Background: an optimization exercise with open tools, aiming at small area. Do not read the settings as production practice. The RTL was checked by simulation tests, not by an equivalence proof against the original design. The flow treats the clock pin as an ideal source, which a real chip does not have. No activity file was given, so power comes from the tool's default toggle rates.

### flow/design.v
module usart8251 (
    input  wire       clk,
    input  wire       rst,
    input  wire       wr,
    input  wire       rd,
    input  wire       cd,
    input  wire [7:0] din,
    output wire [7:0] dout,
    input  wire       txc,
    input  wire       rxc,
    input  wire       rxd,
    input  wire       cts,
    input  wire       dsr,
    output wire       txd,
    output wire       rts_n,
    output wire       dtr_n
);
    reg  [1:0]  stage_q;             
    reg  [1:0]  m_div_q;             
    reg  [1:0]  m_len_q;             
    reg         m_pen_q, m_even_q, m_stop_q;    
    reg         txen_q, rxe_q, sbrk_q, rtsn_q, dtrn_q;
    reg         txrdy_q, rxrdy_q, pe_q, oe_q, fe_q;
    reg  [7:0]  rxdata_q;
    reg         ts_q;                
    reg  [11:0] t_q;                 
    reg         txd_q;
    reg  [5:0]  tdiv_q, rdiv_q;
    reg  [10:0] x_q;                 
    reg  [3:0]  k_q;                 
    wire wc    = wr & cd;
    wire wd    = wr & ~cd;
    wire rdd   = rd & ~cd;
    wire st0   = (stage_q == 2'd0);
    wire modew = wc & st0;
    wire cmdw  = wc & (stage_q == 2'd3);
    wire ir    = cmdw & din[6];
    wire eclr  = cmdw & (din[6] | din[4]);
    reg [1:0] stage_b;
    always @* begin
        stage_b = stage_q;
        if (wc) begin
            case (stage_q)
                2'd0: stage_b = (din[1:0] != 2'b00) ? 2'd3 : 2'd1;
                2'd1: stage_b = m_stop_q ? 2'd3 : 2'd2;
                2'd2: stage_b = 2'd3;
                default: stage_b = din[6] ? 2'd0 : 2'd3;
            endcase
        end
    end
    wire [1:0] md = modew ? din[1:0] : m_div_q;
    wire [1:0] ml = modew ? din[3:2] : m_len_q;
    wire       mp = modew ? din[4]   : m_pen_q;
    wire       me = modew ? din[5]   : m_even_q;
    wire       ms = modew ? din[7]   : m_stop_q;
    wire       async = md[1] | md[0];
    wire txen_b = cmdw ? din[0] : txen_q;
    wire rxe_b  = cmdw ? din[2] : rxe_q;
    wire sbrk_b = cmdw ? din[3] : sbrk_q;
    wire ld = wd & txen_q;
    wire l6 = m_len_q != 2'd0;       
    wire l7 = m_len_q[1];            
    wire l8 = m_len_q == 2'd3;       
    wire [7:0] dm = {din[7] & l8, din[6] & l7, din[5] & l6, din[4:0]};
    wire tpar  = ^{dm, ~m_even_q};
    wire fasync = m_div_q[1] | m_div_q[0];
    wire [3:0] tail = {fasync & m_pen_q & m_stop_q,
                       fasync & (m_pen_q | m_stop_q),
                       fasync | m_pen_q,
                       m_pen_q ? tpar : 1'b1};
    reg [11:0] frame;
    always @* begin
        case (m_len_q)
            2'd0: frame = {3'b000, tail, din[4:0]};
            2'd1: frame = {2'b00,  tail, din[5:0]};
            2'd2: frame = {1'b0,   tail, din[6:0]};
            default: frame = {tail, din[7:0]};
        endcase
    end
    wire        ts_b    = ir ? 1'b0 : ld ? fasync : ts_q;
    wire [11:0] t_b     = ir ? {11'd0, t_q[0]} : ld ? frame : t_q;
    wire        txrdy_b = ir ? 1'b1 : ld ? 1'b0 : txrdy_q;
    wire [5:0]  tdiv_b  = ir ? 6'd0 : tdiv_q;
    wire        rxrdy_b = (ir | rdd) ? 1'b0 : rxrdy_q;
    wire [3:0]  k_b     = ir ? 4'd0 : k_q;
    wire [5:0]  rdiv_b  = ir ? 6'd0 : rdiv_q;
    wire        pe_b    = eclr ? 1'b0 : pe_q;
    wire        oe_b    = eclr ? 1'b0 : oe_q;
    wire        fe_b    = eclr ? 1'b0 : fe_q;
    wire t_go   = txc & txen_b & ~sbrk_b & ~(async & ~cts);
    wire twrap  = ~md[1] ? 1'b1 :
                  ~md[0] ? (tdiv_b[5] | tdiv_b[4] | (&tdiv_b[3:0])) :
                           (&tdiv_b);
    wire t_step = t_go & twrap;                  
    wire t_empty = ~ts_b & (t_b[11:1] == 11'd0);
    reg        txd_n, txrdy_n, ts_n;
    reg [11:0] t_n;
    reg [5:0]  tdiv_n;
    always @* begin
        txd_n = txd_q; txrdy_n = txrdy_b; ts_n = ts_b; t_n = t_b; tdiv_n = tdiv_b;
        if (txc) begin
            if (!txen_b) begin
                txd_n = 1'b1; tdiv_n = 6'd0;
            end else if (sbrk_b) begin
                txd_n = 1'b0; txrdy_n = 1'b0; tdiv_n = 6'd0;
            end else if (async && !cts) begin
                txd_n = 1'b1; txrdy_n = 1'b0;
            end else if (!twrap) begin
                tdiv_n = tdiv_b + 6'd1;
            end else begin
                tdiv_n = 6'd0;
                if (t_empty) begin
                    txd_n = 1'b1; txrdy_n = 1'b1;
                end else if (ts_b) begin
                    txd_n = 1'b0; ts_n = 1'b0;
                end else begin
                    txd_n = t_b[0];
                    t_n = {1'b0, t_b[11:1]};
                    txrdy_n = (t_b[11:2] == 10'd0);
                end
            end
        end
    end
    wire r_on   = rxe_b & async;
    wire busy   = (k_b != 4'd0) | (rdiv_b != 6'd0);
    wire rwrap  = ~md[1] ? 1'b1 :
                  ~md[0] ? (rdiv_b[5] | rdiv_b[4] | (&rdiv_b[3:0])) :
                           (&rdiv_b);
    wire r_run  = rxc & r_on & (busy | ~rxd);
    wire sample = r_run & rwrap;
    reg [10:0] x_n;
    integer i;
    always @* begin
        for (i = 0; i <= 10; i = i + 1)
            x_n[i] = (k_b == i) ? rxd : x_q[i];
    end
    reg fend_k;
    always @* begin
        case ({ml, mp, ms})
            4'b0000: fend_k = k_b >= 4'd6;
            4'b0001, 4'b0010, 4'b0100: fend_k = k_b >= 4'd7;
            4'b0011, 4'b0101, 4'b0110, 4'b1000: fend_k = k_b >= 4'd8;
            4'b0111, 4'b1001, 4'b1010, 4'b1100: fend_k = k_b >= 4'd9;
            4'b1011, 4'b1101, 4'b1110: fend_k = k_b >= 4'd10;
            default: fend_k = k_b >= 4'd11;
        endcase
    end
    wire fend = sample & fend_k;
    wire r6 = ml != 2'd0, r7 = ml[1], r8 = ml == 2'd3;
    wire [7:0] rchar = {x_q[8] & r8, x_q[7] & r7, x_q[6] & r6, x_q[5:1]};
    wire [11:0] s = {rxd, x_n};
    reg  xpar, st1, st2;
    always @* begin
        case (ml)
            2'd0: begin xpar = ^x_q[6:1]; st1 = mp ? s[7]  : s[6];  st2 = mp ? s[8]  : s[7];  end
            2'd1: begin xpar = ^x_q[7:1]; st1 = mp ? s[8]  : s[7];  st2 = mp ? s[9]  : s[8];  end
            2'd2: begin xpar = ^x_q[8:1]; st1 = mp ? s[9]  : s[8];  st2 = mp ? s[10] : s[9];  end
            default: begin xpar = ^x_q[9:1]; st1 = mp ? s[10] : s[9]; st2 = mp ? s[11] : s[10]; end
        endcase
    end
    wire accept = ~x_q[0] & ~rxrdy_b;
    wire [3:0] k_n    = (rxc & ~r_on) | fend ? 4'd0 :
                        sample ? k_b + 4'd1 : k_b;
    wire [5:0] rdiv_n = (rxc & ~r_on) | sample ? 6'd0 :
                        r_run ? rdiv_b + 6'd1 : rdiv_b;
    wire rxrdy_n = rxrdy_b | (fend & accept);
    wire pe_n    = pe_b | (fend & accept & mp & ~(xpar ^ me));
    wire oe_n    = oe_b | (fend & ~x_q[0] & rxrdy_b);
    wire fe_n    = fe_b | (fend & (x_q[0] | (~rxrdy_b & ~(st1 & (~ms | st2)))));
    wire [7:0] rxdata_n = (fend & accept) ? rchar : rxdata_q;
    always @(posedge clk) begin
        if (modew) begin
            m_div_q <= din[1:0]; m_len_q <= din[3:2];
            m_pen_q <= din[4]; m_even_q <= din[5]; m_stop_q <= din[7];
        end
        x_q <= x_n;
        t_q[0] <= t_n[0];
        if (rst) begin
            stage_q <= 2'd0;
            txen_q <= 1'b0; rxe_q <= 1'b0; sbrk_q <= 1'b0;
            rtsn_q <= 1'b1; dtrn_q <= 1'b1;
            txrdy_q <= 1'b1; rxrdy_q <= 1'b0;
            pe_q <= 1'b0; oe_q <= 1'b0; fe_q <= 1'b0;
            rxdata_q <= 8'd0;
            ts_q <= 1'b0; t_q[11:1] <= 11'd0; txd_q <= 1'b1;
            tdiv_q <= 6'd0; rdiv_q <= 6'd0; k_q <= 4'd0;
        end else begin
            stage_q <= stage_b;
            txen_q <= txen_b; rxe_q <= rxe_b; sbrk_q <= sbrk_b;
            if (cmdw) begin
                rtsn_q <= ~din[5]; dtrn_q <= ~din[1];
            end
            txrdy_q <= txrdy_n; rxrdy_q <= rxrdy_n;
            pe_q <= pe_n; oe_q <= oe_n; fe_q <= fe_n;
            rxdata_q <= rxdata_n;
            ts_q <= ts_n; t_q[11:1] <= t_n[11:1]; txd_q <= txd_n;
            tdiv_q <= tdiv_n; rdiv_q <= rdiv_n; k_q <= k_n;
        end
    end
    assign dout  = cd ? {dsr, 1'b0, fe_q, oe_q, pe_q, txrdy_q, rxrdy_q, txrdy_q}
                      : rxdata_q;
    assign txd   = txd_q;
    assign rts_n = rtsn_q;
    assign dtr_n = dtrn_q;
endmodule
### flow/run.sh
#!/bin/bash
# synth_recipe.tcl (not shown) runs the flow's synth.tcl, then flattens the netlist and writes it again
# the make line also repeats each setting of config.mk as NAME=value (left out here)
make -C /OpenROAD-flow-scripts/flow DESIGN_CONFIG=/design/flow/config.mk WORK_HOME=/design/flow/orfs CLKGATE_MAP_FILE= SYNTH_SCRIPT=/design/flow/synth_recipe.tcl finish
### flow/config.mk
export PLATFORM = sky130hd
export DESIGN_NAME = usart8251
export DESIGN_NICKNAME = usart8251
export VERILOG_FILES = /design/flow/design.v
export SDC_FILE = /design/flow/constraint.sdc
export NUM_CORES = 4
export LEC_CHECK = 0
export CAP_MARGIN = 20
export CORE_MARGIN = 2
export CORE_UTILIZATION = 75
export CTS_BUF_LIST = sky130_fd_sc_hd__clkbuf_4
export SLEW_MARGIN = 20
### flow/constraint.sdc
create_clock -name core_clock -period 10.0 [get_ports {clk}]
set_input_delay 2.0000 -clock core_clock [delete_from_list [all_inputs] [get_ports {clk}]]
set_output_delay 2.0000 -clock core_clock [all_outputs]
set_load 0.01 [all_outputs]
==> impl_metrics.tcl, run 1 <==
set metrics [dict create \
    outcome "complete, no violations" \
    initial_core_util_pct 78.8 \
    grt_first_pass_wirelength_um 18200 \
    drtIter0Drc 682 \
    sw_frac_of_total_pct 31.4 \
    grt_max_degree 30 \
    clkLatencyLatePin_ns 0.43 \
    synth_edf_count 6 \
    grt_pass1_vias 3834 \
    cts_made_buffers 9 \
    syn_inst 529 \
    clk_path_buf_depth 2 \
    nets 572 \
    via_count 4220 \
    slew_viol_final 0 \
    hold_violations 0 \
    dr.pass1.iters 6 \
    grt_antenna_before_repair 0 \
    synthTopCellsByArea "dfxtp_1, nand2_1, mux2i_1" \
    timing.fmax_ghz 0.171 \
    yosysTopAreaCellShare_pct 28.3 \
    fin_ws_ns 4.15 \
    r2r-start "stage_q[1]" \
    syn-num-nets 560 \
    cts_setup_buffers 0 \
    wl_per_cell_um 18.4 \
    track_usage_pct 36.5 \
    ys_seq_area_share_pct 32.4 \
    yosysWarnings 1 \
    hold_depth 2 \
    min_path_type "flop to flop" \
    maxSlewHeadroom_pct 50.2 \
    p_sw_mw 0.194 \
    drc 0 \
    ys.flop_type "dfxtp_1" \
    areaGrowthSynthToFinish_pct 8.77 \
    comb_power_share_pct 21.9 \
    reg2reg_depth 12 \
    num-fill-cells 334 \
    synth_cell_types 73 \
    syn-cell-area_um2 4390 \
    setup-violations-final 0 \
    die_h_um 80.5 \
    min_period_ns 5.85 \
    rsz0062_at_grt "no" \
    drv_cap 0 \
    cts_root_buffer "clkbuf_4" \
    cp-start-kind "input pin" \
    pin_count 29 \
    vias_per_cell 6.83 \
    peakVddDrop_mv 0.0949 \
    worstMarginPinSlew_ns 0.745 \
    reg2reg_to "tdiv_q[5]" \
    min_to "rxdata_q[3]" \
    final_cell_area_um2 4780 \
    worst_ep_required_time_ns 8.00 \
    grt-ovfl-total 0 \
    hold_start "rxdata_q[3]" \
    clk_pin_slew_ns 0.11 \
    hold_buffers 0 \
    power_frac_clock_pct 29.4 \
    crit_path_max_fanout 21 \
    cts_sinks 68 \
    async_flop_share_pct 0 \
    gp_congestion 0.968 \
    p_int_mw 0.424 \
    post_cts_resized 0 \
    powerDensity_nw_per_um2 129 \
    die-area_um2 6480 \
    power_leakage_nw 1.83 \
    dpl_cell_area_um2 4640 \
    cp-end-kind "primary output" \
    tritoncts "done" \
    yosysTopAreaCell "dfxtp_1" \
    critPathArrivalTime_ns 3.85 \
    placementRows 27 \
    seqPwrFrac_pct 48.7 \
    place_hpwl_um 8230 \
    avgSynthCellArea_um2 8.30 \
    ys_seq_elements 68 \
    n_antenna_cell 0 \
    htree_levels 3 \
    die_x_um 80.5 \
    skew_ns 0.0181 \
    port_buffers 28 \
    pre_cts_slack_ns 4.09 \
    drive_gt1_share_pct 8.61 \
    r2r_setup_slack_ns 6.27 \
    detail-route-antenna-nets 0 \
    tns_ns 0 \
    critPathKind "input pin to primary output" \
    drt-total-wl_um 11300 \
    coreArea_um2 5570 \
    fin_crit_sh_pct 58.5 \
]
[cells by family after synthesis]
group           synth area share (%)
compound gates                  18.9
xor+xnor                        5.33
fa+ha+maj                       3.93
buf+inv                         5.38
flops                           32.4
mux                             10.0
simple gates                    24.0
[power by group through the flow]
stage / registers (mW) / clock network (mW) / logic [mW]
global route: 0.303 / 0.191 / 0.146
detailed placement: 0.307 / 0 / 0.130
CTS: 0.300 / 0.179 / 0.131
finish: 0.301 / 0.182 / 0.135
floorplan: 0.294 / 0 / 0.109
global placement: 0.307 / 0 / 0.126
[final cells by class]
class | count | area, um^2 | area share (%)
Multi-Input combinational cell | 405 | 2730 | 57.2
Timing Repair Buffer | 30 | 295 | 6.18
Inverter | 27 | 101 | 2.12
Tap cell | 72 | 90.1 | 1.89
Clock inverter | 3 | 37.5 | 0.786
Sequential cell | 68 | 1420 | 29.8
Clock buffer | 13 | 97.6 | 2.04
[metal layers]
metal	up-vias	track usage, %	routed length, um
met3	58	8.54	1250
met5	-	0	0
met4	0	14.4	362
met2	302	60.0	5280
met1	1927	46.1	4450
li1	1933	-	-
[worst max-delay path: stages]
cell and delay [ns]:
clkdlybuf4s50_1 0.95, mux2_2 0.41, clkdlybuf4s50_1 0.48
[state kept, by name (all words and copies together) (netlist names), 2 cells and up]
name and count:
m_div_q 2, rdiv_q 6, t_q 12, k_q 4
stage_q 2, rxdata_q 8, m_len_q 2, x_q 11
tdiv_q 6
[per-stage QoR]
step	util, %	power, mW	instances	hold slack [ns]
floorplan	-	0.403	529	0.430
global placement	83.3	0.432	602	0.438
detailed placement	83.3	0.437	602	0.463
CTS	85.7	0.611	618	0.479
global route	85.7	0.640	618	0.496
finish	85.7	0.618	618	0.475
[synth_stat cells, types with 3 or more instances]
master / instances
nand2_1: 66
dfxtp_1: 62
nor2_1: 46
a21oi_1: 28
inv_1: 24
mux2i_1: 24
clkbuf_1: 21
nand3_1: 20
o21ai_0: 19
xnor2_1: 16
ha_1: 13
mux2_2: 12
nor3_1: 12
nor2b_1: 10
xor2_1: 8
a211oi_1: 7
and2_1: 7
nor4_1: 7
and3_1: 6
edfxtp_1: 6
nand2b_1: 6
nand4b_1: 6
a31oi_1: 5
nand4_1: 5
o221ai_1: 5
or2_2: 5
nor3b_1: 4
o211ai_1: 4
a211o_1: 3
a2bb2oi_1: 3
a32oi_1: 3
buf_2: 3
o2111ai_1: 3
o22ai_1: 3
o2bb2ai_1: 3
o31ai_1: 3
[layout by cell type, fill, tap and decap left out, drive strengths merged, types with 5 or more instances in the layout]
cell type      netlist  final
nor3                12     12
nand4b               6      6
mux2                13     13
nor2                46     46
or2                  5      5
nor4                 7      7
a211oi               8      8
a21oi               29     29
mux2i               26     26
clkbuf              21     13
clkdlybuf4s50        0     28
nand4                5      5
ha                  13     13
edfxtp               6      6
dfxtp               62     62
nor2b               10     10
xnor2               16     16
nand3               21     21
inv                 25     25
and2                 7      7
o221ai               5      5
a31oi                5      5
o21ai               19     19
and3                 6      6
nand2b               6      6
nand2               66     66
xor2                 8      8
[worst max path at each step]
stage          startpoint          end  slack, ns  depth (start not counted)
4_1_cts                cd      dout[1]       4.14                          3
5_1_grt                cd      dout[2]       4.07                          4
2_1_floorplan      din[6]  rxdata_q[7]       4.99                         15
6_report               cd      dout[1]       4.15                          3
3_3_place_gp           cd      dout[5]       4.22                          3
3_5_place_dp           cd    tdiv_q[5]       4.09                         12
==> run 2: changes to the inputs <==
--- a/flow/config.mk
+++ b/flow/config.mk
@@ -7,6 +7,5 @@
 export LEC_CHECK = 0
 export CAP_MARGIN = 20
 export CORE_MARGIN = 2
-export CORE_UTILIZATION = 75
-export CTS_BUF_LIST = sky130_fd_sc_hd__clkbuf_4
+export CORE_UTILIZATION = 40
 export SLEW_MARGIN = 20
==> run 2 against run 1 <==
  * Still clean on timing, DRC and antenna
  * Power is 0.95% higher
  * Sequential cell count stayed put
  * Synthesized cell count did not move
  * Clock skew up 0.00078 ns
  * Cell count increased by 11%
  * Worst setup slack worse by 0.17 ns
  * Via count decreased by 6.1%
  * Non-clock buffer count stayed put
  * Critical path type is now input pin to flop
  * Largest cell class unchanged
==> impl_metrics.tcl, run 2 <==
set metrics [dict create \
    outcome "complete, no violations" \
    cts_root_buffer "clkbuf_8" \
    place_inst 670 \
    maxSlewHeadroom_pct 47.2 \
    syn-cell-area_um2 4390 \
    synth_edf_count 6 \
    gp_congestion 0.886 \
    cp-end-kind "flop" \
    yosysTopAreaCell "dfxtp_1" \
    die-area_um2 11800 \
    power_leakage_nw 1.82 \
    synthTopCellsByArea "dfxtp_1, nand2_1, mux2i_1" \
    crit_buf_inv 1 \
    fin_crit_sh_pct 60.2 \
    drtIter0Drc 275 \
    yosysTopAreaCellShare_pct 28.3 \
    skew_ns 0.0189 \
    powerDensity_nw_per_um2 128 \
    cts_sinks 68 \
    hold_depth 2 \
    netlist_top_cells_count "nand2_1, dfxtp_1, nor2_1, a21oi_1" \
    placementRows 38 \
    grt_first_pass_wirelength_um 19100 \
    syn_inst 529 \
    place_hpwl_um 8330 \
    htree_levels 3 \
    die_x_um 109 \
    clk_pin_slew_ns 0.07 \
    cts_setup_buffers 0 \
    vias_per_cell 5.80 \
    cp-start-kind "input pin" \
    critPathTopFamily "simple AND/OR/NAND/NOR gates" \
    dpl_cell_area_um2 4730 \
    synth_cell_types 73 \
    tritoncts "done" \
    ys_seq_area_share_pct 32.4 \
    peakVddDrop_mv 0.0489 \
    dr.pass1.iters 5 \
    total_power_mw 0.624 \
    largest_reg_flops 12 \
    critPathKind "input pin to flop" \
    rsz0062_at_grt "no" \
    final_common_cell "nand2_1" \
    drt-total-wl_um 11400 \
    nets 572 \
    r2r-start "stage_q[1]" \
    initial_core_util_pct 40.7 \
    ys_seq_elements 68 \
    num-fill-cells 1066 \
    coreArea_um2 10800 \
    grt-ovfl-total 0 \
    route.met2.wl_um 5060 \
    drv_cap 0 \
    post_cts_resized 0 \
    port_buffers 28 \
    clkLatencyLatePin_ns 0.35 \
    dr_wl_met3_um 689 \
    syn-num-nets 560 \
    grt_max_degree 30 \
    cp_cell_sequence "clkdlybuf4s50_1 > nand4_1 > and2_1 > ha_1 > nand3_1 > a221oi_1 > o221ai_1 > nand2_1 > a211oi_1 > or3b_2 > a31oi_1" \
    n_antenna_cell 0 \
    ys.flop_type "dfxtp_1" \
    hold_start "rxdata_q[6]" \
    detail-route-antenna-nets 0 \
    areaGrowthSynthToFinish_pct 10.9 \
    async_flop_share_pct 0 \
    pre_cts_slack_ns 3.67 \
    wl_per_cell_um 16.7 \
    final_cell_mix "nand2_1, dfxtp_1, nor2_1" \
    route.layer.met1.wl_um 5570 \
    fin_ws_ns 3.98 \
    reg_top3 "t_q x12, x_q x11, rxdata_q x8" \
    critPathArrivalTime_ns 6.28 \
    drive_gt1_share_pct 8.29 \
    top_register "t_q" \
    pin_count 29 \
    fin_cells 683 \
    hold_buffers 0 \
    cts_made_buffers 9 \
    clk_path_buf_depth 2 \
    grt_pass1_vias 3791 \
    hold_violations 0 \
    crit_path_max_fanout 21 \
    die_h_um 109 \
    via_count 3961 \
    setup-violations-final 0 \
    cp.depth 11 \
    yosysWarnings 1 \
    crit_path_max_incr_delay_ns 0.98 \
    worstMarginPinSlew_ns 0.790 \
    highest_layer "met4" \
    avgSynthCellArea_um2 8.30 \
    final_cell_area_um2 4870 \
    min_period_ns 6.02 \
    cp_slowest_cell "clkdlybuf4s50_1" \
    reg2reg_depth 11 \
    worst_ep_required_time_ns 10.27 \
    slew_viol_final 0 \
    tns_ns 0 \
    track_usage_pct 20.7 \
    drc 0 \
    yosysMostFrequentCell "nand2_1" \
    critPathLaunch "cd" \
    min_path_type "flop to flop" \
    timing.fmax_ghz 0.166 \
    grt_antenna_before_repair 0 \
]
[run 2: area by class of cell]
cell class	count	area, um^2	share of cell area, %
multi-input cells	405	2730	56.1
flip-flops and latches	68	1420	29.2
repair buffers	30	295	6.06
well taps	140	175	3.60
clock buffers	10	128	2.62
inverters	27	101	2.08
clock inverters	3	17.5	0.360
[run 2: metrics by stage]
step	utilization, %	hold slack [ns]
floorplan	-	0.430
global placement	43.8	0.440
detailed placement	43.8	0.451
CTS	45.1	0.462
global route	45.1	0.484
finish	45.1	0.460
[run 2: per-layer routing]
| metal | vias up | global-route usage (%) |
|---|---|---|
| li1 | 1936 | - |
| met1 | 1892 | 29.0 |
| met2 | 122 | 32.6 |
| met3 | 11 | 3.35 |
| met4 | 0 | 6.23 |
| met5 | - | 0 |
[run 2: worst paths after layout]
kind	endpoint	slack, ns
worst max register to register	tdiv_q[5]	6.10
worst max-delay path	tdiv_q[5]	3.98
worst min-delay path	rxdata_q[6]	0.46
worst min register to register	rxdata_q[6]	0.46
[run 2: worst register-to-register path: cells and delay by family, from the launching register on]
family	cells	cell delay, ns
simple gates	5	1.82
fa+ha+maj	2	0.52
flops	1	0.42
compound gates	4	1.07
[run 2: logic make-up (layout without fill, tap and decap cells)]
kind of cell / after synthesis / after routing / share of synthesized area (%)
simple gates: 210 / 210 / 24.0
compound gates: 116 / 116 / 18.9
flops: 68 / 68 / 32.4
buf+inv: 56 / 70 / 5.38
mux: 40 / 40 / 10.0
xor+xnor: 25 / 25 / 5.33
fa+ha+maj: 14 / 14 / 3.93
[run 2: report_power, final]
group | leakage, nW | switching [mW] | total, mW | internal, mW
Sequential | 0.558 | 0.0197 | 0.302 | 0.282
Clock | 0.0739 | 0.103 | 0.188 | 0.0851
Combinational | 1.19 | 0.0782 | 0.134 | 0.0559
Total | 1.82 | 0.201 | 0.624 | 0.423
==> run 3: changes to the inputs <==
==> flow/flow/run.sh (new file) <==
#!/bin/bash
# Own layout flow: the standard ORFS flow (the standard.sh) with
#  * an area-oriented ABC mapping script and no separate half/full-adder
#    cell mapping in synthesis (registers are untouched by either),
#  * minimum-size buffers on the ports,
#  * small clock buffers and no CTS dummy loads (settings in opts.sh).
# Each tool's output is kept in orfs/logs; make's own output in flow_make.log.
set -euo pipefail
here=$(pwd)
CTS_EXTRA=""
source "$here/flow/opts.sh"
rm -rf "$here/myscripts"
cp -r "$FLOW_HOME/scripts" "$here/myscripts"
cp "$here/flow/abc_area.script" "$here/myscripts/abc_speed.script"
bash standard.sh \
  SCRIPTS_DIR="$here/myscripts" \
  ADDER_MAP_FILE= \
  BUFFER_PORTS_ARGS="-buffer_cell sky130_fd_sc_hd__buf_1" \
  CTS_ARGS="-sink_clustering_enable -repair_clock_nets -buf_list $CTSBUF -dont_use_dummy_load $CTS_EXTRA" \
  finish > "$here/flow_make.log" 2>&1
==> flow/flow/abc_area.script (new file) <==
&get -n
&st
&syn2
&dch
&nf -a
&st
&syn2
&dch
&nf -a
&put
==> flow/flow/opts.sh (new file) <==
CTSBUF=sky130_fd_sc_hd__clkbuf_8
CTS_EXTRA="-sink_clustering_size 30 -sink_clustering_max_diameter 100"
==> flow/standard.sh (new file) <==
#!/bin/bash
# synth_recipe.tcl (not shown) runs the flow's synth.tcl, then flattens the netlist and writes it again
# the make line also repeats each setting of config.mk as NAME=value (left out here)
make -C /OpenROAD-flow-scripts/flow DESIGN_CONFIG=/design/flow/config.mk WORK_HOME=/design/flow/orfs CLKGATE_MAP_FILE= SYNTH_SCRIPT=/design/flow/synth_recipe.tcl "${@:-finish}"
--- a/flow/config.mk
+++ b/flow/config.mk
@@ -7,5 +7,5 @@
 export LEC_CHECK = 0
 export CAP_MARGIN = 20
 export CORE_MARGIN = 2
-export CORE_UTILIZATION = 40
+export CORE_UTILIZATION = 70
 export SLEW_MARGIN = 20
removed: flow/run.sh
==> run 3 against run 2 <==
  * Still clean
  * Sequential cell count unchanged
  * Synthesized cell count down 17%
  * Power down 11%
  * Non-clock buffer count unchanged
  * Critical path depth up 1
  * Sequential share of layout area up 7.9 points
  * Final area down 21%
  * Critical endpoint is now rxdata_q[5]
  * Largest cell class unchanged
  * Largest power group unchanged
==> impl_metrics.tcl, run 3 <==
set metrics [dict create \
    placementRows 25 \
    final_common_cell "nor2_1" \
    synth_cell_types 41 \
    tns_ns 0 \
    drtIter0Drc 287 \
    setup-violations-final 0 \
    nets 496 \
    yosysTopAreaCellShare_pct 35.4 \
    drv_cap 0 \
    worst_ep_required_time_ns 10.25 \
    rsz0062_at_grt "no" \
    ys_seq_elements 68 \
    min_path_type "flop to flop" \
    die_h_um 74.7 \
    highest_layer "met4" \
    reg_top3 "t_q x12, x_q x11, rxdata_q x8" \
    syn_inst 437 \
    detail-route-antenna-nets 0 \
    route.met2.wl_um 3970 \
    peakVddDrop_mv 0.112 \
    yosysTopAreaCell "dfxtp_1" \
    fin_util_pct 80.0 \
    cts_sinks 68 \
    route.layer.met1.wl_um 3900 \
    avgSynthCellArea_um2 8.01 \
    tritoncts "done" \
    coreArea_um2 4790 \
    critPathKind "input pin to flop" \
    netlist_top_cells_count "nor2_1, dfxtp_1, nand2_1, a21oi_1, nor3_1" \
    hold_violations 0 \
    synthTopCellsByArea "dfxtp_1, nor2_1, edfxtp_1" \
    gp_congestion 0.906 \
    timing.fmax_ghz 0.173 \
    areaGrowthSynthToFinish_pct 9.36 \
    final_cell_mix "nor2_1, dfxtp_1, nand2_1" \
    power_leakage_nw 1.38 \
    die_x_um 74.7 \
    async_flop_share_pct 0 \
    clk_path_buf_depth 2 \
    fin_crit_sh_pct 57.8 \
    place_hpwl_um 6220 \
    cp-start-kind "input pin" \
    n_antenna_cell 0 \
    comb_power_share_pct 17.1 \
    htree_levels 3 \
    cts_setup_buffers 0 \
    initial_core_util_pct 73.2 \
    min_period_ns 5.78 \
    slew_viol_final 0 \
    synth_edf_count 6 \
    cts_made_buffers 9 \
    outcome "complete, no violations" \
    clkLatencyLatePin_ns 0.35 \
    vias_per_cell 6.39 \
    powerDensity_nw_per_um2 145 \
    hold_buffers 0 \
    cts_root_buffer "clkbuf_8" \
    grt_max_degree 38 \
    port_buffers 28 \
    seqPwrFrac_pct 53.1 \
    sw_frac_of_total_pct 28.9 \
    track_usage_pct 33.0 \
    top_register "t_q" \
    syn-cell-area_um2 3500 \
    worstMarginPinSlew_ns 0.908 \
    grt_antenna_before_repair 0 \
    drc 0 \
    p_int_mw 0.396 \
    maxSlewHeadroom_pct 39.3 \
    crit_path_max_fanout 18 \
    drt-total-wl_um 8690 \
    wl_per_cell_um 16.0 \
    yosysWarnings 1 \
    clk_pin_slew_ns 0.08 \
    grt_first_pass_wirelength_um 14100 \
    power_frac_clock_pct 29.8 \
    dr.pass1.iters 5 \
    cp-end-kind "flop" \
    p_sw_mw 0.161 \
    die-area_um2 5580 \
    drive_gt1_share_pct 2.31 \
    post_cts_resized 0 \
    grt_pass1_vias 3032 \
    pin_count 29 \
    dr_wl_met3_um 637 \
    syn-num-nets 455 \
    grt-ovfl-total 0 \
    ys.flop_type "dfxtp_1" \
    ys_seq_area_share_pct 40.6 \
    via_count 3472 \
    largest_reg_flops 12 \
    critPathArrivalTime_ns 6.03 \
    yosysMostFrequentCell "nor2_1" \
    skew_ns 0.0138 \
]
run 3: cell families (layout without fill, tap and decap cells):
group	after synthesis	count (layout)	synth area share, %
flops	68	68	40.6
compound gates	108	108	18.9
xor+xnor	21	21	5.25
simple gates	198	198	26.2
buf+inv	18	57	1.93
mux	24	24	7.18
run 3: per-stage QoR:
stage	std cells	setup WS [ns]	total power, mW	hold slack [ns]	cell area (um^2)
floorplan	437	4.86	0.364	0.417	3500
global placement	534	4.14	0.389	0.432	3710
finish	543	4.22	0.557	0.446	3830
CTS	543	4.28	0.556	0.450	3830
global route	543	3.77	0.580	0.470	3830
detailed placement	534	4.01	0.393	0.435	3710
run 3: power by group through the flow:
stage / clock network (mW) / registers [mW] / logic (mW)
final: 0.166 / 0.296 / 0.0951
after global routing: 0.178 / 0.297 / 0.105
after CTS: 0.168 / 0.295 / 0.0927
after detailed placement: 0 / 0.301 / 0.0918
after global placement: 0 / 0.301 / 0.0881
after floorplan: 0 / 0.297 / 0.0667
run 3: area by class of cell:
| cell class | count | area [um^2] |
|---|---|---|
| Multi-Input combinational cell | 351 | 2010 |
| Sequential cell | 68 | 1420 |
| Fill cell | 350 | 956 |
| Clock buffer | 9 | 124 |
| Timing Repair Buffer | 30 | 120 |
| Tap cell | 67 | 83.8 |
| Inverter | 18 | 67.6 |
run 3: per-layer routing:
layer  GRT usage (%)  vias up
met4            14.1        0
met3            6.02       20
met1            45.6     1617
met5               0        -
met2            51.2      161
li1                -     1674
run 3: final timing paths:
kind | depth (start not counted) | endpoint | startpoint | slack (ns)
setup / recovery | 12 | rxdata_q[5] | cd | 4.22
hold / removal | 2 | rxdata_q[2] | rxdata_q[2] | 0.45
setup reg to reg | 11 | rxdata_q[5] | stage_q[0] | 6.18
hold reg to reg | 2 | rxdata_q[2] | rxdata_q[2] | 0.45
run 3: critical path: stages:
cell      delay [ns]
buf_1           0.56
nor4bb_1        0.53
buf_4           0.26
mux2i_1         0.56
clkinv_1        0.50
nand3_1         0.25
nand3_1         0.10
o31ai_1         0.08
nand2_1         0.19
nor3_1          0.69
nor2_1          0.09
a211oi_1        0.22
==> run 4: changes to the inputs <==
==> flow/flow/opts.sh (replaced) <==
CTSBUF=sky130_fd_sc_hd__clkbuf_4
==> run 4 against run 3 <==
  * Still clean
  * Worst hold slack improved by 0.0035 ns
  * Routed wire length decreased by 2.6%
  * Synthesized cell count unchanged
  * First-iteration DRC count decreased by 24%
  * Power decreased by 7.9%
  * Sequential power about the same
  * Area after synthesis unchanged
  * Non-clock buffer count unchanged
  * Critical endpoint is now t_q[4]
  * Largest power group unchanged
==> impl_metrics.tcl, run 4 <==
set metrics [dict create \
    initial_core_util_pct 73.2 \
    gp_congestion 0.906 \
    cts_sinks 68 \
    syn-num-nets 455 \
    power_leakage_nw 1.36 \
    yosysWarnings 1 \
    final_cell_mix "nor2_1, dfxtp_1, nand2_1" \
    netlist_top_cells_count "nor2_1, dfxtp_1, nand2_1, a21oi_1, nor3_1" \
    num-fill-cells 366 \
    grt_first_pass_wirelength_um 13800 \
    crit_top_cell "or3_1" \
    powerDensity_nw_per_um2 136 \
    hold_ws_ns 0.449 \
    maxSlewHeadroom_pct 39.5 \
    track_usage_pct 32.3 \
    via_count 3452 \
    ys_seq_elements 68 \
    ys_seq_area_share_pct 40.6 \
    reg2reg_to "t_q[4]" \
    clk_pin_slew_ns 0.09 \
    critPathTopFamily "simple AND/OR/NAND/NOR gates" \
    dpl_cell_area_um2 3710 \
    top_register "t_q" \
    areaGrowthSynthToFinish_pct 7.75 \
    reg_top3 "t_q x12, x_q x11, rxdata_q x8" \
    cp-start-kind "input pin" \
    grt_antenna_before_repair 0 \
    dr.pass1.iters 5 \
    hold_depth 2 \
    crit_buf_inv 1 \
    n_antenna_cell 0 \
    crit_path_max_fanout 18 \
    min_period_ns 5.71 \
    drtIter0Drc 218 \
    synthTopCellsByArea "dfxtp_1, nor2_1, edfxtp_1" \
    cp_slowest_cell "nor2_1" \
    placementRows 25 \
    drive_gt1_share_pct 2.31 \
    place_hpwl_um 6220 \
    critPathLaunch "cd" \
    r2r_setup_slack_ns 6.21 \
    cts_root_buffer "clkbuf_4" \
    syn-cell-area_um2 3500 \
    wl_per_cell_um 15.6 \
    die_x_um 74.7 \
    hold_buffers 0 \
    worst_ep_required_time_ns 10.32 \
    clk_path_buf_depth 2 \
    crit_end "t_q[4]" \
    rsz0062_at_grt "no" \
    async_flop_share_pct 0 \
    timing.fmax_ghz 0.175 \
    crit_path_max_incr_delay_ns 0.76 \
    final_common_cell "nor2_1" \
    avgSynthCellArea_um2 8.01 \
    tns_ns 0 \
    outcome "complete, no violations" \
    detail-route-antenna-nets 0 \
    synth_edf_count 6 \
    hold_violations 0 \
    die-area_um2 5580 \
    reg2reg_depth 10 \
    r2r-start "stage_q[0]" \
    fin_crit_sh_pct 57.1 \
    setup-violations-final 0 \
    grt-ovfl-total 0 \
    yosysMostFrequentCell "nor2_1" \
    syn_inst 437 \
    yosysTopAreaCell "dfxtp_1" \
    vias_per_cell 6.36 \
    pin_count 29 \
    htree_levels 3 \
    yosysTopAreaCellShare_pct 35.4 \
    drc 0 \
    drv_cap 0 \
    slew_viol_final 0 \
    critPathArrivalTime_ns 6.03 \
    clkLatencyLatePin_ns 0.42 \
    post_cts_resized 0 \
    grt_max_degree 38 \
    worstMarginPinSlew_ns 0.905 \
    min_path_type "flop to flop" \
    ys.flop_type "dfxtp_1" \
    cts_setup_buffers 0 \
    cp.depth 11 \
    die_h_um 74.7 \
    peakVddDrop_mv 0.0990 \
    port_buffers 28 \
    coreArea_um2 4790 \
    skew_ns 0.0264 \
    grt_pass1_vias 2957 \
    largest_reg_flops 12 \
    nets 496 \
    synth_cell_types 41 \
    cp_cell_sequence "buf_1 > nand4_1 > nor2_1 > a21oi_1 > or3_1 > nor4_1 > nand2_1 > a211o_1 > or3_1 > and2_0 > a211oi_1" \
    drt-total-wl_um 8460 \
    cts_made_buffers 9 \
    final_cell_area_um2 3770 \
    cp-end-kind "flop" \
    critPathKind "input pin to flop" \
    tritoncts "done" \
]
==> run 4: cell counts after synthesis <==
Identical to the previous run, type by type.
==> run 4: worst min-delay path, delay by kind of cell (launching register included) <==
family / cells / cell delay [ns]
flip-flops: 1 / 0.31
buffers and inverters: 1 / 0.05
AO/OA/AOI/OAI: 1 / 0.05
==> run 4: layer usage <==
layer | vias up | GRT usage [%] | share of wire [%]
li1 | 1688 | - | -
met1 | 1584 | 44.9 | 45
met2 | 160 | 48.5 | 45
met3 | 20 | 9.64 | 8.2
met4 | 0 | 10.7 | 2.0
met5 | - | 0 | 0
==> run 4: stage by stage <==
step	cells	power [mW]	worst slack, ns	utilization (%)
CTS	543	0.512	4.42	78.8
finish	543	0.513	4.29	78.8
global placement	534	0.389	4.14	77.4
detailed placement	534	0.393	4.01	77.4
global route	543	0.538	3.84	78.8
floorplan	437	0.364	4.86	-
==> run 4: cells by family after synthesis <==
| family | share of synthesized area [%] |
|---|---|
| XOR/XNOR | 5.25 |
| flip-flops | 40.6 |
| buffers and inverters | 1.93 |
| AO/OA/AOI/OAI | 18.9 |
| AND/OR/NAND/NOR | 26.2 |
| multiplexers | 7.18 |
==> run 4: worst min path at each step <==
stage,from,to
5_1_grt,rxdata_q[2],rxdata_q[2]
2_1_floorplan,rxdata_q[0],rxdata_q[0]
3_3_place_gp,rxdata_q[0],rxdata_q[0]
4_1_cts,rxdata_q[0],rxdata_q[0]
6_report,rxdata_q[0],rxdata_q[0]
3_5_place_dp,rxdata_q[0],rxdata_q[0]
==> run 4: area by class of cell <==
| type | count | area, um^2 | share of cell area, % |
|---|---|---|---|
| Sequential cell | 68 | 1420 | 37.7 |
| Timing Repair Buffer | 30 | 120 | 3.18 |
| Multi-Input combinational cell | 351 | 2010 | 53.3 |
| Inverter | 18 | 67.6 | 1.79 |
| Tap cell | 67 | 83.8 | 2.22 |
| Clock buffer | 9 | 67.6 | 1.79 |
==> run 4: power by group <==
part	total [mW]	internal [mW]	switching, mW
sequential	0.296	0.282	0.0132
combinational	0.0943	0.0333	0.0611
clock	0.123	0.0418	0.0813
total	0.513	0.357	0.156
==> run 5: changes to the inputs <==
==> flow/flow/opts.sh (replaced) <==
CTSBUF=sky130_fd_sc_hd__clkbuf_16
CTS_EXTRA="-sink_clustering_size 80 -sink_clustering_max_diameter 300"
==> run 5 against run 4 <==
  * Clock power rose by 110%
  * Synthesized cell count did not move
  * Sequential power barely moved
  * Worst hold slack got worse by 0.0066 ns
  * Combinational power rose by 1%
==> impl_metrics.tcl, run 5 <==
set metrics [dict create \
    peakVddDrop_mv 0.139 \
    worstMarginPinSlew_ns 0.937 \
    critPathArrivalTime_ns 6.07 \
    vias_per_cell 6.40 \
    avgSynthCellArea_um2 8.01 \
    final_cell_area_um2 3930 \
    drt-total-wl_um 8850 \
    drive_gt1_share_pct 2.31 \
    skew_ns 0.00954 \
    post_cts_resized 0 \
    grt_first_pass_wirelength_um 14200 \
    hold_violations 0 \
    nets 496 \
    cts_root_buffer "clkbuf_16" \
    yosysTopAreaCellShare_pct 35.4 \
    place_hpwl_um 6220 \
    fin_crit_sh_pct 58.2 \
    rsz0062_at_grt "no" \
    maxSlewHeadroom_pct 37.4 \
    ys.flop_type "dfxtp_1" \
    clk_path_buf_depth 2 \
    die_h_um 74.7 \
    syn-cell-area_um2 3500 \
    slew_viol_final 0 \
    critPathKind "input pin to flop" \
    min_period_ns 5.82 \
    ys_seq_elements 68 \
    pin_count 29 \
    cp-end-kind "flop" \
    initial_core_util_pct 73.2 \
    powerDensity_nw_per_um2 165 \
    clkLatencyLatePin_ns 0.34 \
    port_buffers 28 \
    wl_per_cell_um 16.3 \
    die-area_um2 5580 \
    detail-route-antenna-nets 0 \
    tns_ns 0 \
    crit_path_max_fanout 18 \
    yosysMostFrequentCell "nor2_1" \
    top_register "t_q" \
    worst_ep_required_time_ns 10.25 \
    dr.pass1.iters 5 \
    n_antenna_cell 0 \
    drv_cap 0 \
    htree_levels 3 \
    pre_cts_slack_ns 4.01 \
    drc 0 \
    hold_ws_ns 0.442 \
    die_x_um 74.7 \
    grt_pass1_vias 3037 \
    fin_ws_ns 4.18 \
    ys_seq_area_share_pct 40.6 \
    yosysTopAreaCell "dfxtp_1" \
    placementRows 25 \
    async_flop_share_pct 0 \
    dpl_cell_area_um2 3710 \
    synth_cell_types 41 \
    cts_made_buffers 9 \
    tritoncts "done" \
    synthTopCellsByArea "dfxtp_1, nor2_1, edfxtp_1" \
    cp-start-kind "input pin" \
    final_common_cell "nor2_1" \
    synth_edf_count 6 \
    yosysWarnings 1 \
    gp_congestion 0.906 \
    track_usage_pct 33.4 \
    netlist_top_cells_count "nor2_1, dfxtp_1, nand2_1, a21oi_1, nor3_1" \
    grt_max_degree 38 \
    drtIter0Drc 349 \
    cts_sinks 68 \
    cts_setup_buffers 0 \
    setup-violations-final 0 \
    hold_buffers 0 \
    clk_pin_slew_ns 0.06 \
    min_path_type "flop to flop" \
    outcome "complete, no violations" \
    syn-num-nets 455 \
    grt-ovfl-total 0 \
    coreArea_um2 4790 \
    grt_antenna_before_repair 0 \
    largest_reg_flops 12 \
    power_leakage_nw 1.43 \
    via_count 3473 \
    timing.fmax_ghz 0.172 \
    syn_inst 437 \
    fin_util_pct 82.1 \
    areaGrowthSynthToFinish_pct 12.3 \
    reg_top3 "t_q x12, x_q x11, rxdata_q x8" \
    final_cell_mix "nor2_1, dfxtp_1, nand2_1" \
]
-- run 5: critical path, stage by stage --
cell and delay, ns:
buf_1 0.57, nand4_1 0.54, nor2_1 0.80, a21oi_1 0.15
or3_1 0.40, nor4_1 0.27, nand2_1 0.09, a211o_1 0.26
or3_1 0.41, and2_0 0.31, a211oi_1 0.26
-- run 5: per-stage QoR --
stage | power, mW | cells
3_5_place_dp | 0.393 | 534
5_1_grt | 0.671 | 543
3_3_place_gp | 0.389 | 534
4_1_cts | 0.645 | 543
2_1_floorplan | 0.364 | 437
6_report | 0.648 | 543
-- run 5: cells by family after synthesis --
family	after synthesis	synth area share (%)
and+or+nand+nor	198	26.2
AOI/OAI and AO/OA	108	18.9
DFF	68	40.6
muxes	24	7.18
xor gates and xnor gates	21	5.25
buffers and inverters	18	1.93
-- run 5: final timing paths --
path	slack [ns]	endpoint	startpoint	cells past startpoint
setup / recovery	4.18	t_q[4]	cd	11
hold / removal	0.44	rxdata_q[2]	rxdata_q[2]	2
setup reg to reg	6.16	t_q[4]	stage_q[0]	10
hold reg to reg	0.44	rxdata_q[2]	rxdata_q[2]	2
-- run 5: layout make-up --
type / count / area [um^2]
well taps: 67 / 83.8
clock buffers: 9 / 225
flip-flops and latches: 68 / 1420
fillers: 330 / 855
repair buffers: 30 / 120
multi-input cells: 351 / 2010
inverters: 18 / 67.6
-- run 5: routing by layer --
layer	vias to the layer above	GRT usage, %	share of wire, %
met3	21	8.03	8.0
li1	1668	-	-
met5	-	0	0
met1	1603	46.0	44
met2	181	51.5	46
met4	0	12.5	2.0
-- run 5: power breakdown --
part / switching, mW / internal (mW) / leakage (nW)
Sequential: 0.0132 / 0.283 / 0.558
Combinational: 0.0619 / 0.0333 / 0.758
Clock: 0.0993 / 0.157 / 0.111
==> run 6: changes to the inputs <==
--- a/flow/design.v
+++ b/flow/design.v
@@ -131,8 +131,9 @@
     reg [10:0] x_n;
     integer i;
     always @* begin
-        for (i = 0; i <= 10; i = i + 1)
-            x_n[i] = (k_b == i) ? rxd : x_q[i];
+        x_n[0] = (k_b == 4'd0) ? rxd : x_q[0];
+        for (i = 1; i <= 10; i = i + 1)
+            x_n[i] = (k_q == i) ? rxd : x_q[i];
     end
     reg fend_k;
     always @* begin
==> flow/flow/run.sh (replaced) <==
#!/bin/bash
# Own layout flow: the standard ORFS flow (the standard.sh) with
#  * area-oriented ABC scripts (flow/abc_*.script) in synthesis and no
#    separate half/full-adder cell mapping; each script is tried in its own
#    synthesis run and the one with the smallest cell area is used
#    (registers are untouched by ABC, so all runs keep the same flip-flops),
#  * minimum-size buffers on the ports,
#  * small clock buffers and no CTS dummy loads (settings in opts.sh).
# Each tool's output is kept in orfs/logs (and try_*/logs for the trial
# syntheses); make's own output in flow_make.log and try_*.log.
set -euo pipefail
here=$(pwd)
CTS_EXTRA=""
source "$here/flow/opts.sh"
best=""; best_area=""
pids=()
for s in "$here"/flow/abc_*.script; do
  n=$(basename "$s" .script)
  rm -rf "$here/ms_$n" "$here/try_$n"
  cp -r "$FLOW_HOME/scripts" "$here/ms_$n"
  cp "$s" "$here/ms_$n/abc_speed.script"
  make -C "$FLOW_HOME" DESIGN_CONFIG="$here/config.mk" WORK_HOME="$here/try_$n" \
    CLKGATE_MAP_FILE= SYNTH_SCRIPT="$here/synth_recipe.tcl" \
    SCRIPTS_DIR="$here/ms_$n" ADDER_MAP_FILE= synth > "$here/try_$n.log" 2>&1 &
  pids+=($!)
done
for p in "${pids[@]}"; do wait "$p" || true; done
for s in "$here"/flow/abc_*.script; do
  n=$(basename "$s" .script)
  st="$here/try_$n/reports/$FLOW_PLATFORM/usart8251/base/synth_stat.txt"
  [[ -f "$st" ]] || continue
  a=$(awk '/Chip area for module/ {print $NF}' "$st" | tail -1)
  echo "synthesis with $n: area $a" | tee -a "$here/synth_choice.log"
  if [[ -n "$a" ]] && { [[ -z "$best_area" ]] || awk -v a="$a" -v b="$best_area" 'BEGIN{exit !(a<b)}'; }; then
    best=$n; best_area=$a
  fi
done
[[ -n "$best" ]] || { echo "no synthesis run succeeded"; exit 1; }
echo "chosen: $best ($best_area)" | tee -a "$here/synth_choice.log"
bash standard.sh \
  SCRIPTS_DIR="$here/ms_$best" \
  ADDER_MAP_FILE= \
  BUFFER_PORTS_ARGS="-buffer_cell sky130_fd_sc_hd__buf_1" \
  CTS_ARGS="-sink_clustering_enable -repair_clock_nets -buf_list $CTSBUF -dont_use_dummy_load $CTS_EXTRA" \
  finish > "$here/flow_make.log" 2>&1
==> flow/flow/abc_a1.script (new file) <==
&get -n
&st
&deepsyn -I 1 -J 50 -S 1
&put
dch -f
amap
==> flow/flow/abc_s1.script (new file) <==
&get -n
&st
&deepsyn -I 1 -J 50 -S 1
&dch
&nf -R 1000 -p -F 8 -A 8
&put
==> flow/flow/abc_s2.script (new file) <==
&get -n
&st
&deepsyn -I 1 -J 50 -S 2
&dch
&nf -R 1000 -p -F 8 -A 8
&put
==> flow/flow/abc_s3.script (new file) <==
&get -n
&st
&deepsyn -I 1 -J 50 -S 3
&dch
&nf -R 1000 -p -F 8 -A 8
&put
==> flow/flow/opts.sh (replaced) <==
CTSBUF=sky130_fd_sc_hd__clkbuf_4
removed: flow/flow/abc_area.script
==> run 6 against run 5 <==
  * Still clean on timing, DRC and antenna
  * Clock-buffer cell count unchanged
  * Sequential power down 2%
  * Critical path depth up 4
  * Area after synthesis down 11%
  * Maximum frequency down 2.9%
  * Final area down 15%
  * Worst setup slack worse by 0.17 ns
  * Via count down 12%
  * Critical endpoint is now t_q[2]
==> impl_metrics.tcl, run 6 <==
set metrics [dict create \
    async_flop_share_pct 0 \
    port_buffers 28 \
    yosysWarnings 1 \
    cp_slowest_cell "nor3_1" \
    top_register "t_q" \
    hold_buffers 0 \
    drc 0 \
    yosysMostFrequentCell "nor2_1" \
    netlist_top_cells_count "nor2_1, clkinv_1, dfxtp_1, nand2_1, o22ai_1" \
    setup-violations-final 0 \
    final_common_cell "nor2_1" \
    crit_top_cell "clkinv_1" \
    cts_made_buffers 9 \
    grt_pass1_vias 2721 \
    die_h_um 70.7 \
    hold_violations 0 \
    min_path_type "flop to flop" \
    die_x_um 70.7 \
    cts_root_buffer "clkbuf_4" \
    gp_congestion 0.905 \
    nets 474 \
    yosysTopAreaCellShare_pct 39.8 \
    grt-ovfl-total 0 \
    syn-cell-area_um2 3120 \
    slew_viol_final 0 \
    grt_antenna_before_repair 0 \
    ys_seq_area_share_pct 45.6 \
    fin_util_pct 77.6 \
    synthTopCellsByArea "dfxtp_1, nor2_1, clkinv_1" \
    detail-route-antenna-nets 0 \
    powerDensity_nw_per_um2 145 \
    areaGrowthSynthToFinish_pct 7.62 \
    rsz0062_at_grt "no" \
    syn-num-nets 435 \
    drtIter0Drc 286 \
    final_cell_mix "nor2_1, clkinv_1, dfxtp_1" \
    drv_cap 0 \
    peakVddDrop_mv 0.119 \
    outcome "complete, no violations" \
    coreArea_um2 4320 \
    htree_levels 3 \
    post_cts_resized 0 \
    tritoncts "done" \
    synth_cell_types 34 \
    clk_pin_slew_ns 0.10 \
    worst_ep_required_time_ns 10.33 \
    drive_gt1_share_pct 1.98 \
    critPathArrivalTime_ns 6.32 \
    cts_setup_buffers 0 \
    tns_ns 0 \
    grt_first_pass_wirelength_um 12300 \
    timing.fmax_ghz 0.167 \
    crit_path_max_incr_delay_ns 0.70 \
    place_hpwl_um 5470 \
    hold_depth 2 \
    die-area_um2 5000 \
    min_period_ns 5.99 \
    synth_edf_count 6 \
    num-fill-cells 348 \
    largest_reg_flops 12 \
    crit_path_max_fanout 10 \
    maxSlewHeadroom_pct 37.7 \
    dpl_cell_area_um2 3290 \
    worstMarginPinSlew_ns 0.925 \
    drt-total-wl_um 7220 \
    placementRows 24 \
    avgSynthCellArea_um2 7.48 \
    ys_seq_elements 68 \
    pin_count 29 \
    wl_per_cell_um 14.3 \
    via_count 3056 \
    n_antenna_cell 0 \
    initial_core_util_pct 72.1 \
    cp-start-kind "input pin" \
    clk_path_buf_depth 2 \
    ys.flop_type "dfxtp_1" \
    cp_cell_sequence "buf_1 > nand2_1 > nor3_1 > clkinv_1 > o22ai_1 > clkinv_1 > nor2_1 > clkinv_1 > o221ai_1 > a21boi_0 > nand3_1 > nand4b_1 > nor2b_1 > o21ai_0 > o22ai_1" \
    clkLatencyLatePin_ns 0.40 \
    cp-end-kind "flop" \
    dr.pass1.iters 5 \
    reg2reg_depth 13 \
    fin_crit_sh_pct 59.9 \
    skew_ns 0.0211 \
    power_leakage_nw 1.13 \
    yosysTopAreaCell "dfxtp_1" \
    grt_max_degree 13 \
    critPathKind "input pin to flop" \
    final_cell_area_um2 3360 \
    vias_per_cell 6.04 \
    track_usage_pct 31.0 \
    reg_top3 "t_q x12, x_q x11, rxdata_q x8" \
    cts_sinks 68 \
    syn_inst 417 \
]
## run 6: cell types whose count changed after synthesis, moves of 6 or more
cell	before	now
a21oi_1	32	24
clkinv_1	18	66
mux2_1	9	0
mux2i_1	15	0
nand2_1	47	36
nand3_1	16	5
nor2_1	68	90
nor3_1	28	14
nor4_1	7	1
o21ai_0	27	21
o22ai_1	2	36
xnor2_1	16	0
## run 6: cell families (layout without fill, tap and decap cells)
kind of cell    count (synthesis)  after routing  synth area share, %
compound gates                122            122                 24.9
buf+inv                        66            103                 7.95
simple gates                  161            161                 21.5
flops                          68             68                 45.6
## run 6: cell type report
type	count	area (um^2)	share of cell area, %
Inverter	66	248	7.38
Tap cell	52	65.1	1.94
Multi-Input combinational cell	283	1450	43.2
Sequential cell	68	1420	42.4
Timing Repair Buffer	28	105	3.13
Clock buffer	9	67.6	2.01
## run 6: critical path, delay by kind of cell
| kind | cells | cell delay [ns] |
|---|---|---|
| and+or+nand+nor | 6 | 1.81 |
| buffers and inverters | 4 | 1.14 |
| AOI/OAI and AO/OA | 5 | 1.37 |
## run 6: report_power, final
part	internal (mW)	total, mW	switching (mW)
combinational	0.0238	0.0720	0.0482
sequential	0.282	0.291	0.00821
clock	0.0418	0.123	0.0813
total	0.348	0.486	0.138
## run 6: path summary, 6_finish.rpt
kind | endpoint | slack [ns] | start
worst min register to register | rxdata_q[4] | 0.47 | rxdata_q[4]
worst min-delay path | rxdata_q[4] | 0.47 | rxdata_q[4]
worst max-delay path | t_q[2] | 4.01 | cd
worst max register to register | t_q[2] | 5.73 | stage_q[1]
## run 6: per-layer routing
metal / GRT usage, % / up-vias / part of all wire [%]
li1: - / 1548 / -
met3: 6.70 / 19 / 6.8
met4: 15.1 / 0 / 2.6
met5: 0 / - / 0
met1: 43.7 / 1380 / 46
met2: 45.5 / 109 / 44
## run 6: metrics by stage
| step | std cells | worst slack, ns | hold slack, ns | total power, mW |
|---|---|---|---|---|
| after floorplan | 417 | 5.00 | 0.434 | 0.345 |
| after global placement | 497 | 3.93 | 0.448 | 0.364 |
| after detailed placement | 497 | 3.76 | 0.452 | 0.367 |
| after CTS | 506 | 4.15 | 0.465 | 0.485 |
| after global routing | 506 | 3.47 | 0.479 | 0.509 |
| final | 506 | 4.01 | 0.466 | 0.486 |
==> run 7: changes to the inputs <==
--- a/flow/flow/run.sh
+++ b/flow/flow/run.sh
@@ -5,7 +5,8 @@
 #    synthesis run and the one with the smallest cell area is used
 #    (registers are untouched by ABC, so all runs keep the same flip-flops),
 #  * minimum-size buffers on the ports,
-#  * small clock buffers and no CTS dummy loads (settings in opts.sh).
+#  * either ORFS CTS with small clock buffers and no dummy loads, or a single
+#    clock buffer driving all registers (settings in opts.sh).
 # Each tool's output is kept in orfs/logs (and try_*/logs for the trial
 # syntheses); make's own output in flow_make.log and try_*.log.
 set -euo pipefail
@@ -37,6 +38,11 @@
 done
 [[ -n "$best" ]] || { echo "no synthesis run succeeded"; exit 1; }
 echo "chosen: $best ($best_area)" | tee -a "$here/synth_choice.log"
+# clock tree: cts.tcl with a one-buffer option (used when MY_CTS_BUF is set)
+cp "$here/flow/cts.tcl" "$here/ms_$best/cts.tcl"
+if [[ -n "${MY_CTS_BUF:-}" ]]; then
+  export MY_CTS_BUF MY_CTS_PORT="$(awk '/create_clock/ {for (i=1;i<=NF;i++) if ($i ~ /get_ports/) {gsub(/[{}\]\[]/,"",$(i+1)); print $(i+1)}}' "$here/constraint.sdc")"
+fi
 bash standard.sh \
   SCRIPTS_DIR="$here/ms_$best" \
   ADDER_MAP_FILE= \
==> flow/flow/cts.tcl (new file) <==
utl::set_metrics_stage "cts__{}"
source $::env(SCRIPTS_DIR)/load.tcl
source $::env(SCRIPTS_DIR)/lec_check.tcl
erase_non_stage_variables cts
load_design 3_place.odb 3_place.sdc
source_step_tcl PRE CTS

# Clone clock tree inverters next to register loads
# so cts does not try to buffer the inverted clocks.
repair_clock_inverters

proc save_progress { stage } {
  puts "Run 'make gui_$stage.odb' to load progress snapshot"
  orfs_write_db $::env(RESULTS_DIR)/$stage.odb
  orfs_write_sdc $::env(RESULTS_DIR)/$stage.sdc
}

# Run CTS
set cts_args [list \
  -sink_clustering_enable \
  -repair_clock_nets]

append_env_var cts_args CTS_BUF_DISTANCE -distance_between_buffers 1
append_env_var cts_args CTS_CLUSTER_SIZE -sink_clustering_size 1
append_env_var cts_args CTS_CLUSTER_DIAMETER -sink_clustering_max_diameter 1
append_env_var cts_args CTS_BUF_LIST -buf_list 1
append_env_var cts_args CTS_LIB_NAME -library 1


if { [env_var_exists_and_non_empty CTS_ARGS] } {
  set cts_args $::env(CTS_ARGS)
}

set_dont_use $::env(DONT_USE_CELLS)

if { [env_var_exists_and_non_empty MY_CTS_BUF] } {
  # A one-level clock tree: a single clock buffer, placed at the centre of
  # the registers, drives every register clock pin, so all registers see
  # the same clock arrival.
  set block [ord::get_db_block]
  set sx 0.0
  set sy 0.0
  set n 0
  foreach inst [$block getInsts] {
    if { [[$inst getMaster] isSequential] } {
      set bb [$inst getBBox]
      set sx [expr { $sx + [$bb xCenter] }]
      set sy [expr { $sy + [$bb yCenter] }]
      incr n
    }
  }
  set dbu [$block getDbUnitsPerMicron]
  set cx [expr { $sx / $n / $dbu }]
  set cy [expr { $sy / $n / $dbu }]
  puts "clock buffer $::env(MY_CTS_BUF) at ($cx, $cy) for $n registers"
  set clk_net [get_nets -of_objects [get_ports $::env(MY_CTS_PORT)]]
  log_cmd insert_buffer -buffer_cell $::env(MY_CTS_BUF) -net [get_full_name $clk_net] \
    -location [list $cx $cy] -buffer_name clkbuf_0_clk -net_name clknet_0_clk
} else {
  log_cmd clock_tree_synthesis {*}$cts_args
}

utl::push_metrics_stage "cts__{}__pre_repair_timing"
log_cmd estimate_parasitics -placement
if { $::env(DETAILED_METRICS) } {
  report_metrics 4 "cts pre-repair-timing"
}
utl::pop_metrics_stage

set_placement_padding -global \
  -left $::env(CELL_PAD_IN_SITES_DETAIL_PLACEMENT) \
  -right $::env(CELL_PAD_IN_SITES_DETAIL_PLACEMENT)

set result [catch { detailed_placement } msg]
if { $result != 0 } {
  save_progress 4_1_error
  error "Detailed placement failed in CTS: $msg"
}

log_cmd estimate_parasitics -placement

if { $::env(CTS_SNAPSHOTS) } {
  save_progress 4_1_pre_repair_hold_setup
}

if { !$::env(SKIP_CTS_REPAIR_TIMING) } {
  if { $::env(EQUIVALENCE_CHECK) } {
    write_eqy_verilog 4_before_rsz.v
  }
  if { $::env(LEC_CHECK) } {
    write_lec_verilog 4_before_rsz_lec.v
  }

  repair_timing_helper

  if { $::env(EQUIVALENCE_CHECK) } {
    run_equivalence_test
  }
  if { $::env(LEC_CHECK) } {
    write_lec_verilog 4_after_rsz_lec.v
    run_lec_test 4_rsz 4_before_rsz_lec.v 4_after_rsz_lec.v
  }

  set result [catch { detailed_placement } msg]
  if { $result != 0 } {
    save_progress 4_1_error
    error "Detailed placement failed in CTS: $msg"
  }

  check_placement -verbose
}

report_metrics 4 "cts final"

source_step_tcl POST CTS

orfs_write_db $::env(RESULTS_DIR)/4_1_cts.odb
orfs_write_sdc $::env(RESULTS_DIR)/4_cts.sdc
==> flow/flow/opts.sh (replaced) <==
CTSBUF=sky130_fd_sc_hd__clkbuf_4
MY_CTS_BUF=sky130_fd_sc_hd__clkbuf_8
==> run 7 against run 6 <==
  * The flow now stops in 4_1_cts
  * Area after synthesis did not move
  * Synthesized cell count unchanged
==> impl_metrics.tcl, run 7 <==
set metrics [dict create \
    yosysMostFrequentCell "nor2_1" \
    place_hpwl_um 5470 \
    yosysWarnings 1 \
    error_line "Error: cts.tcl, 61 Invalid method. Must be one of: configure cget -acquire -disown -delete xMin yMin xMax yMax isVia getTechVia getBlockVia getViaXY getViaBoxes getVia..." \
    ys.flop_type "dfxtp_1" \
    port_buffers 28 \
    die_x_um 70.7 \
    synth_cell_types 34 \
    gp_congestion 0.905 \
    stop_stage "4_1_cts" \
    yosysTopAreaCellShare_pct 39.8 \
    yosysTopAreaCell "dfxtp_1" \
    die_h_um 70.7 \
    initial_core_util_pct 72.1 \
    ys_seq_elements 68 \
    pin_count 29 \
    avgSynthCellArea_um2 7.48 \
    syn-cell-area_um2 3120 \
    placementRows 24 \
    synth_edf_count 6 \
    pre_cts_slack_ns 3.76 \
    syn-num-nets 435 \
    ys_seq_area_share_pct 45.6 \
    async_flop_share_pct 0 \
    outcome "stopped before the end" \
    synthTopCellsByArea "dfxtp_1, nor2_1, clkinv_1" \
    syn_inst 417 \
    netlist_top_cells_count "nor2_1, clkinv_1, dfxtp_1, nand2_1, o22ai_1" \
]
run 7: cell counts after synthesis:
Identical to the previous run, type by type.
run 7: logic make-up after synthesis:
| family | synth area share [%] |
|---|---|
| simple gates | 21.5 |
| compound gates | 24.9 |
| flops | 45.6 |
| buf+inv | 7.95 |
run 7: power by group through the flow:
stage | clock [mW] | combinational, mW | sequential [mW]
3_5_place_dp | 0 | 0.0702 | 0.296
3_3_place_gp | 0 | 0.0680 | 0.296
2_1_floorplan | 0 | 0.0511 | 0.294
run 7: how the worst max path moves through the flow:
stage,from,end,slack [ns],cells past startpoint
floorplan,wr,rxdata_q[5],5.00,14
global placement,cd,t_q[2],3.93,15
detailed placement,cd,t_q[2],3.76,15
run 7: through the flow:
step,cells,cell area [um^2],power [mW],hold slack [ns],util (%)
global placement,497,3290,0.364,0.448,76.0
detailed placement,497,3290,0.367,0.452,76.0
floorplan,417,3120,0.345,0.434,-
==> run 8: changes to the inputs <==
==> flow/flow/opts.sh (replaced) <==
CTSBUF=sky130_fd_sc_hd__clkbuf_4
MY_CTS_BUF=sky130_fd_sc_hd__clkbuf_16
==> run 8 against run 7 <==
  * The flow again stops in 4_1_cts
  * Area after synthesis stayed put
  * Synthesized cell count is the same
==> impl_metrics.tcl, run 8 <==
set metrics [dict create \
    outcome "stopped before the end" \
    stop_stage "4_1_cts" \
    error_line "Error: cts.tcl, 61 Invalid method. Must be one of: configure cget -acquire -disown -delete xMin yMin xMax yMax isVia getTechVia getBlockVia getViaXY getViaBoxes getVia..." \
    die_h_um 70.7 \
    ys.flop_type "dfxtp_1" \
    placementRows 24 \
    syn-cell-area_um2 3120 \
    synth_edf_count 6 \
    port_buffers 28 \
    dpl_cell_area_um2 3290 \
    yosysTopAreaCell "dfxtp_1" \
    pre_cts_slack_ns 3.76 \
    ys_seq_elements 68 \
    yosysTopAreaCellShare_pct 39.8 \
    netlist_top_cells_count "nor2_1, clkinv_1, dfxtp_1, nand2_1, o22ai_1" \
    die_x_um 70.7 \
    async_flop_share_pct 0 \
    avgSynthCellArea_um2 7.48 \
    syn-num-nets 435 \
    synthTopCellsByArea "dfxtp_1, nor2_1, clkinv_1" \
    initial_core_util_pct 72.1 \
    pin_count 29 \
    syn_inst 417 \
    synth_cell_types 34 \
    place_hpwl_um 5470 \
    yosysMostFrequentCell "nor2_1" \
    gp_congestion 0.905 \
    ys_seq_area_share_pct 45.6 \
    yosysWarnings 1 \
]
run 8: cell counts after synthesis:
No cell type changed its count.
run 8: cell families after synthesis:
logic type	synth area share, %
compound gates	24.9
buf+inv	7.95
flops	45.6
simple gates	21.5
run 8: worst max path at each step:
stage          startpoint           to
3_5_place_dp           cd       t_q[2]
3_3_place_gp           cd       t_q[2]
2_1_floorplan          wr  rxdata_q[5]
run 8: power groups by stage:
stage	Combinational, mW	Clock (mW)	Sequential (mW)
after floorplan	0.0511	0	0.294
after global placement	0.0680	0	0.296
after detailed placement	0.0702	0	0.296
run 8: per-stage QoR:
| stage | hold slack (ns) | util [%] | std cells |
|---|---|---|---|
| detailed placement | 0.452 | 76.0 | 497 |
| global placement | 0.448 | 76.0 | 497 |
| floorplan | 0.434 | - | 417 |

## re-timing with driven ports
The flow's constraints put no driver on any port. The routed layouts listed below were extracted and timed again, unchanged, in two steps. Step 1, drivers: a clkbuf_16 drives clk and a buf_2 each remaining input, both assumed. Step 2 also shifts input and output timing later by t, the mid clock arrival at the registers, as if the neighbouring blocks saw the same clock. a / b / c = ideal / step 1 / step 2; a / b = the first two.
| run | t (ns) | setup WS [ns] | worst hold slack (ns) | latest minus earliest clock arrival (ns) |
|---|---|---|---|---|
| run 1 | 0.441 | 4.150 / 4.124 / 3.965 | 0.475 / 0.475 / 0.475 | 0.019 / 0.018 |
| run 2 | 0.375 | 3.981 / 3.988 / 3.613 | 0.460 / 0.460 / 0.460 | 0.019 / 0.018 |
| run 3 | 0.362 | 4.219 / 4.221 / 3.859 | 0.446 / 0.446 / 0.446 | 0.023 / 0.023 |
| run 4 | 0.426 | 4.291 / 4.292 / 3.866 | 0.449 / 0.449 / 0.449 | 0.039 / 0.039 |
| run 5 | 0.361 | 4.179 / 4.184 / 3.823 | 0.442 / 0.442 / 0.442 | 0.014 / 0.014 |
| run 6 | 0.415 | 4.006 / 4.009 / 3.594 | 0.466 / 0.466 / 0.466 | 0.021 / 0.021 |
After both steps setup and hold are still met in every run listed. For run 4, which loses most, drivers alone change the setup slack by +0.001 ns; drivers and shift together by -0.425 ns.
